From an optimization exercise on the open Yosys and OpenROAD flow, aimed at small area, a short achievable clock period and few clock cycles; shortcuts taken in it are not production practice. Where RTL was checked, it was by simulation tests only, not by an equivalence proof against the original. Power is estimated from default activity; no workload was simulated.

Setup of run A:
Design lufft_rx, start of the top module:
module lufft_rx (
    input  wire        clk,
    input  wire        rst,
    input  wire        start,
    input  wire [2:0]  mode,
    input  wire [15:0] len,
    input  wire [7:0]  ecmd,
    input  wire [7:0]  ever,
    output wire        idle,
    input  wire        in_valid,
    input  wire [7:0]  in_data,
    output wire        in_ready,
    output reg         pay_valid,
    output wire [7:0]  pay_data,
    output reg         ent_valid,
    output wire [63:0] ent_value,
    output wire        ent_recog,
    output wire [1:0]  ent_kind,
    output reg         done,
    output reg  [7:0]  res_err,
    output wire [7:0]  res_len,
    output wire [63:0] res_value,
    output wire        res_recog,
    output wire [1:0]  res_kind
);
Size: roughly 1,300 cells after synthesis, ~210 I/O pins, roughly 11,000 um^2 of cells after synthesis.
Settings: LEC_CHECK=0, CAP_MARGIN=20, CORE_MARGIN=2, CORE_UTILIZATION=60, CTS_CLUSTER_DIAMETER=80, CTS_CLUSTER_SIZE=24, SETUP_SLACK_MARGIN=5, SLEW_MARGIN=20; clock period 8.5 ns.
standard.sh (not shown) runs the stock make flow with config.mk's settings and CLKGATE_MAP_FILE= SYNTH_SCRIPT=/design/flow/synth_recipe.tcl, a recipe that flattens the netlist after the stock synthesis.
==> flow/flow/run.sh <==
#!/bin/bash
set -euo pipefail
bash standard.sh BUFFER_PORTS_ARGS="-buffer_cell sky130_fd_sc_hd__buf_1" SETUP_SLACK_MARGIN=5.5 finish > standard.log 2>&1
Input changes introduced in run B (baseline for comparison: run A):
- putting CTS_BUF_LIST at sky130_fd_sc_hd__clkbuf_8 where nothing was set
## What came out
- The area fraction in compound gates after synthesis of run B and that of run A are within noise of each other.
- Run B ended up with a higher part of the power in registers than run A did.
- Run B vs run A, design area went down by about 1.2%.
- Worst-case headroom to the max-slew limit | run B above run A
Function was not checked in any run of this note: the RTL went through the layout flow alone.

---

The RTL this note starts from:
==> flow/design.v <==
module lufft_rx (
    input  wire        clk,
    input  wire        rst,
    input  wire        start,
    input  wire [2:0]  mode,
    input  wire [15:0] len,
    input  wire [7:0]  ecmd,
    input  wire [7:0]  ever,
    output wire        idle,
    input  wire        in_valid,
    input  wire [7:0]  in_data,
    output wire        in_ready,
    output reg         pay_valid,
    output wire [7:0]  pay_data,
    output reg         ent_valid,
    output wire [63:0] ent_value,
    output wire        ent_recog,
    output wire [1:0]  ent_kind,
    output reg         done,
    output reg  [7:0]  res_err,
    output wire [7:0]  res_len,
    output wire [63:0] res_value,
    output wire        res_recog,
    output wire [1:0]  res_kind
);
    function [15:0] crc_step(input [15:0] c, input [7:0] b);
        integer i;
        reg [15:0] r;
        reg [7:0]  d;
        begin
            r = c;
            d = b;
            for (i = 0; i < 8; i = i + 1) begin
                if (r[0] ^ d[0]) r = (r >> 1) ^ 16'h8408;
                else             r = r >> 1;
                d = d >> 1;
            end
            crc_step = r;
        end
    endfunction
    reg        idle_r;        
    reg        rdy;           
    reg        rep;           
    reg        h7v;           
    reg [2:0]  md;
    reg [7:0]  cm, ve;
    reg        lerr;
    reg [15:0] rem;           
    reg [7:0]  iq;            
    reg        iv;
    reg        f0q;           
    reg        c_lt2;         
    reg        c_neg;         
    reg        c_z;           
    reg        c_le7;         
    reg [2:0]  hidx;          
    reg [2:0]  dd;            
    reg        pre;           
    reg [3:0]  pos;           
    reg        hdone;         
    reg [15:0] crc;
    reg [2:0]  ecode;         
    reg [7:0]  plen;          
    reg        pshort;        
    reg [8:0]  mk;            
    reg        pwin;          
    reg        ine, ebeg;     
    reg        sgn;
    reg        recog;
    reg [1:0]  kind;
    reg [63:0] val;           
    wire [7:0] x_cmd  = cm;
    wire [7:0] x_ver  = ve;
    wire [7:0] m_left = cm;
    wire [7:0] erem   = ve;
    wire [47:0] hb    = val[47:0];
    wire act  = ~idle_r;
    wire acc  = start & idle_r;
    wire xfer = in_valid & rdy & act;
    wire rem1 = (rem == 16'd1);
    wire ill  = md[2] & (md[1] | md[0]);
    wire nod  = (rem == 16'd0);        
    wire done_d = act & ~done & ((xfer & rem1) | ill | nod);
    assign idle     = idle_r;
    assign in_ready = rdy;
    wire nv   = iv & act & ~rep;
    wire h6   = nv & (hidx == 3'd6);
    wire       remhi = |rem[15:9];
    wire [8:0] r6    = rem[8:0] - 9'd6;
    wire [8:0] r13   = rem[8:0] - 9'd13;
    wire [8:0] din9  = {1'b0, in_data};
    wire       s_neg = !remhi && (din9 > r6);
    wire       s_z   = !remhi && (din9 == r6);
    wire       s_le7 = !remhi && ((rem[8:0] < 9'd13) || (din9 >= r13));
    wire       lerr6 = c_lt2 || c_neg || lerr;    
    wire       d_z   = c_z;
    wire       d_sm  = c_le7 && !c_z;     
    wire       d_big = !c_le7;
    wire       rst_f = h6 && !d_z;       
    wire [8:0] f0pos = {1'b0, plen} + 9'd14;
    wire       f0in  = (hidx == 3'd7) && !remhi && (rem[8:0] == f0pos);
    wire       f0hit = pre && f0q;
    wire       rp_on = rep && (dd == 3'd0) && (hidx != 3'd7 || h7v);
    wire [7:0] pb    = rep ? hb[7:0] : iq;
    wire       fp    = (nv && (!pre || f0hit)) || rp_on;
    wire       pp    = iv && pwin;
    wire       f9    = fp && !hdone && (pos == 4'd9);
    wire       pwin_d = acc ? 1'b0 : (pp && rem4) ? 1'b0 : f9 ? (plen != 8'd0) : pwin;
    wire       hb_sh = (nv && hidx != 3'd0 && hidx != 3'd7) || (rep && hidx != 3'd7);      
    wire rem4    = (rem == 16'd4);
    wire        crc_en = fp && (rem != 16'd0);
    wire [15:0] crc_s  = crc_step(crc, pb);
    wire        crc_ok = (nv && rem1) ? (crc[15:8] == 8'd0 && iq == crc[7:0])
                                      : (crc == 16'd0);
    reg        hbad;
    reg [2:0]  hcode;
    always @(*) begin
        hbad  = 1'b0;
        hcode = 3'd0;
        case ({hdone, pos})
            5'd0: begin hbad = (pb != 8'h01); hcode = 3'd2; end
            5'd1: begin hbad = (pb != 8'h10); hcode = 3'd3; end
            5'd7: begin hbad = (pb != 8'h02); hcode = 3'd4; end
            5'd8: begin hbad = (pb != x_cmd); hcode = 3'd5; end
            5'd9: begin hbad = (pb != x_ver); hcode = 3'd6; end
            default: ;
        endcase
    end
    wire m1 = (md == 3'd1), m2 = (md == 3'd2), m3 = (md == 3'd3), m4 = (md == 3'd4);
    wire known = (iq[7:3] == 5'b00010);
    reg [7:0] wp1;    
    always @(*) begin
        case (iq[2:0])
            3'd0, 3'd1:       wp1 = 8'd2;
            3'd2, 3'd3:       wp1 = 8'd3;
            3'd4, 3'd5, 3'd6: wp1 = 8'd5;
            default:          wp1 = 8'd9;
        endcase
    end
    wire tg    = pp && (pos == 4'd2) && ine;
    wire sbyte = pp && m2 && ebeg && (m_left != 8'd0);
    wire eend  = pp && ine && (erem == 8'd1);
    wire tagbad = known && (erem != wp1);
    wire perr  = (sbyte && (iq < 8'd2)) || (tg && tagbad);
    wire       inv   = (pos >= 4'd3) && (pos <= 4'd10);
    wire       vw    = pp && inv && ((ine && recog) ||
                                     (m3 && pos == 4'd3) || (m4 && pos <= 4'd5));
    wire [2:0] vj    = pos[2:0] - 3'd3;
    wire       fill  = vw && sgn && iq[7];
    wire       vclr  = tg && !known;
    integer k;
    always @(posedge clk) begin
        ent_valid <= 1'b0;
        done      <= done_d;
        iq <= in_data;
        iv <= in_valid & act & rdy;
        f0q   <= f0in;
        c_lt2 <= (in_data < 8'd2);
        c_neg <= s_neg;
        c_z   <= s_z;
        c_le7 <= s_le7;
        if (xfer) rem <= rem - 16'd1;
        if (nv && hidx != 3'd7) hidx <= hidx + 3'd1;
        if (fp && !hdone) pos <= pos + 4'd1;
        if (crc_en) crc <= crc_s;
        if (fp && ecode == 3'd0 && hbad) ecode <= hcode;
        if (perr && ecode == 3'd0) ecode <= 3'd7;
        if ((nv || (rep && hidx == 3'd7 && h7v)) && mk != 9'd0) begin
            mk <= mk - 9'd1;
            if (mk == 9'd1 && iq != 8'h03) lerr <= 1'b1;
        end
        if (f0hit && nv) pre <= 1'b0;
        if (h6) begin
            plen <= iq - 8'd2;
            dd   <= rem[2:0] - iq[2:0] - 3'd6;      
            mk   <= {1'b0, iq} + 9'd2;
            case (md)
                3'd1:       pshort <= (iq < 8'd5);
                3'd2, 3'd3: pshort <= (iq < 8'd4);
                3'd4:       pshort <= (iq < 8'd6);
                default:    pshort <= 1'b0;
            endcase
            if (lerr6) lerr <= 1'b1;
            if (rst_f) begin
                pos   <= 4'd0;
                crc   <= 16'hFFFF;
                ecode <= 3'd0;
            end
            if (!lerr6 && d_sm) begin
                rep  <= 1'b1;
                rdy  <= 1'b0;
                hidx <= 3'd1;
            end
            if (!lerr6 && d_big) pre <= 1'b1;
        end
        if (rep) begin
            if (dd != 3'd0) dd <= dd - 3'd1;
            if (hidx == 3'd1) h7v <= iv;
            if (hidx == 3'd6) rdy <= 1'b1;
            if (hidx == 3'd7) rep <= 1'b0;
            else              hidx <= hidx + 3'd1;
        end
        pwin      <= pwin_d;
        pay_valid <= in_valid & act & rdy & pwin_d;
        if (f9) begin
            hdone <= 1'b1;
            pos   <= (m3 || m4) ? 4'd2 : 4'd0;
            ine  <= m1;
            ve   <= plen;
            ebeg <= 1'b0;
            sgn  <= 1'b0;
        end
        if (pp) begin
            if (pos != 4'd15) pos <= pos + 4'd1;
            if (m2 && !ine && !ebeg && pos == 4'd1) begin
                cm     <= iq;
                ebeg   <= 1'b1;
            end
            if (sbyte) begin
                ve   <= iq;
                pos   <= 4'd1;
                ine  <= 1'b1;
                ebeg <= 1'b0;
            end
            if (ine) ve <= erem - 8'd1;
            if (eend) begin
                ine       <= 1'b0;
                ent_valid <= m2;
                ebeg      <= 1'b1;
                cm        <= m_left - 8'd1;
            end
        end
        if (tg) begin
            recog <= known;
            kind  <= (iq == 8'h16) ? 2'd1 : (iq == 8'h17) ? 2'd2 : 2'd0;
            sgn   <= known && iq[0] && !(iq[2] && iq[1]);
        end
        for (k = 0; k < 8; k = k + 1) begin
            if (hb_sh && k < 6)
                val[k*8 +: 8] <= (k == 5) ? iq : val[k*8+8 +: 8];
            else if (vclr || (vw && vj <= k))
                val[k*8 +: 8] <= (vw && vj == k) ? iq : {8{fill}};
        end
        if (ill)                    res_err <= 8'h30;
        else if (nod)               res_err <= 8'h01;
        else if (lerr)              res_err <= 8'h10;
        else if (!crc_ok)           res_err <= 8'h11;
        else if (ecode != 3'd0)     res_err <= {5'b00010, ecode};
        else if (pshort || (m2 && m_left != 8'd0)) res_err <= 8'h17;
        else                        res_err <= 8'h00;
        if (acc) begin
            idle_r <= 1'b0;
            md     <= mode;
            cm     <= ecmd;
            ve     <= ever;
            rem    <= len;
            lerr   <= (len < 16'd14);
            hidx   <= 3'd0;
            pos    <= 4'd0;
            hdone  <= 1'b0;
            pre    <= 1'b0;
            crc    <= 16'hFFFF;
            ecode  <= 3'd0;
            mk     <= 9'd0;
        end
        if (done) idle_r <= 1'b1;      
        if (rst) begin
            idle_r    <= 1'b1;
            rdy       <= 1'b1;
            rep       <= 1'b0;
                done      <= 1'b0;
            ent_valid <= 1'b0;
            iv        <= 1'b0;
        end
    end
    assign pay_data  = iq;
    assign ent_value = val;
    assign ent_recog = recog;
    assign ent_kind  = kind;
    assign res_len   = plen;
    assign res_value = val;
    assign res_recog = recog;
    assign res_kind  = kind;
endmodule
Settings: LEC_CHECK=0, CAP_MARGIN=20, CORE_MARGIN=2, CORE_UTILIZATION=70, CTS_BUF_LIST=sky130_fd_sc_hd__clkbuf_8, CTS_CLUSTER_DIAMETER=80, CTS_CLUSTER_SIZE=24, SETUP_SLACK_MARGIN=5, SLEW_MARGIN=20; clock period 8.5 ns.
==> flow/flow/run.sh <==
#!/bin/bash
# Layout flow: the standard ORFS flow (standard.sh, standard synthesis
# unchanged) with two changes to how the layout is made:
#  - buffer_ports puts the smallest buffer (buf_1) on every input and output
#    port instead of the delay-cell buffer it picks by default;
#  - timing repair aims at 5.5 ns of setup slack at the design's period.
# The SDC, clock period and I/O constraints are the standard flow's, unchanged.
# make's full output goes to standard.log; ORFS keeps each step's log under
# orfs/logs.
set -euo pipefail
bash standard.sh BUFFER_PORTS_ARGS="-buffer_cell sky130_fd_sc_hd__buf_1" SETUP_SLACK_MARGIN=5.5 finish > standard.log 2>&1
Testbench counts at the start, summed over its fixed seeds: cycles 15,909.
Edit:
- CORE_UTILIZATION: 70 -> 60
- CTS_BUF_LIST: sky130_fd_sc_hd__clkbuf_8 -> sky130_fd_sc_hd__clkbuf_16
- CTS_CLUSTER_DIAMETER: 80 -> 200
- CTS_CLUSTER_SIZE: 24 -> 64
Effect: The changed run finished with timing, DRC and antenna clean; utilization drops by 11 points; setup slack gets better by 0.060 ns; via count drops by 1.7%; critical path depth is unchanged.

[re-timing with driven ports]
How much do the figures lean on ideal ports? The routed layouts below were timed once more, with nothing changed but the port constraints. Step 1 (the two cells are an assumption about what drives the block):
set clk [get_ports {clk}]
set_driving_cell -lib_cell sky130_fd_sc_hd__clkbuf_16 $clk
set_driving_cell -lib_cell sky130_fd_sc_hd__buf_2 [delete_from_list [all_inputs] $clk]
Step 2 moves the port delays by t, midway between the first and last clock arrival at a register: inputs arrive t later, outputs are due t later. That takes back most of the time a late clock gives input paths. a / b / c = no drivers / after step 1 / after step 2; a / b = the first two.
| run | shift t [ns] | setup slack, ns | worst setup path at the end |
|---|---|---|---|
| run A | 0.480 | 5.518 / 5.472 / 5.224 | input to register |
| run B | 0.508 | 5.533 / 5.490 / 5.211 | input to register |
| the first run of note 2 | 0.525 | 5.517 / 5.475 / 5.180 | input to register |
| the second run of note 2 | 0.483 | 5.577 / 5.530 / 5.202 | input to register |
After both steps setup and hold are still met in every run listed. For the second run of note 2, which loses most, drivers alone change the setup slack by -0.047 ns; drivers and shift together by -0.375 ns.
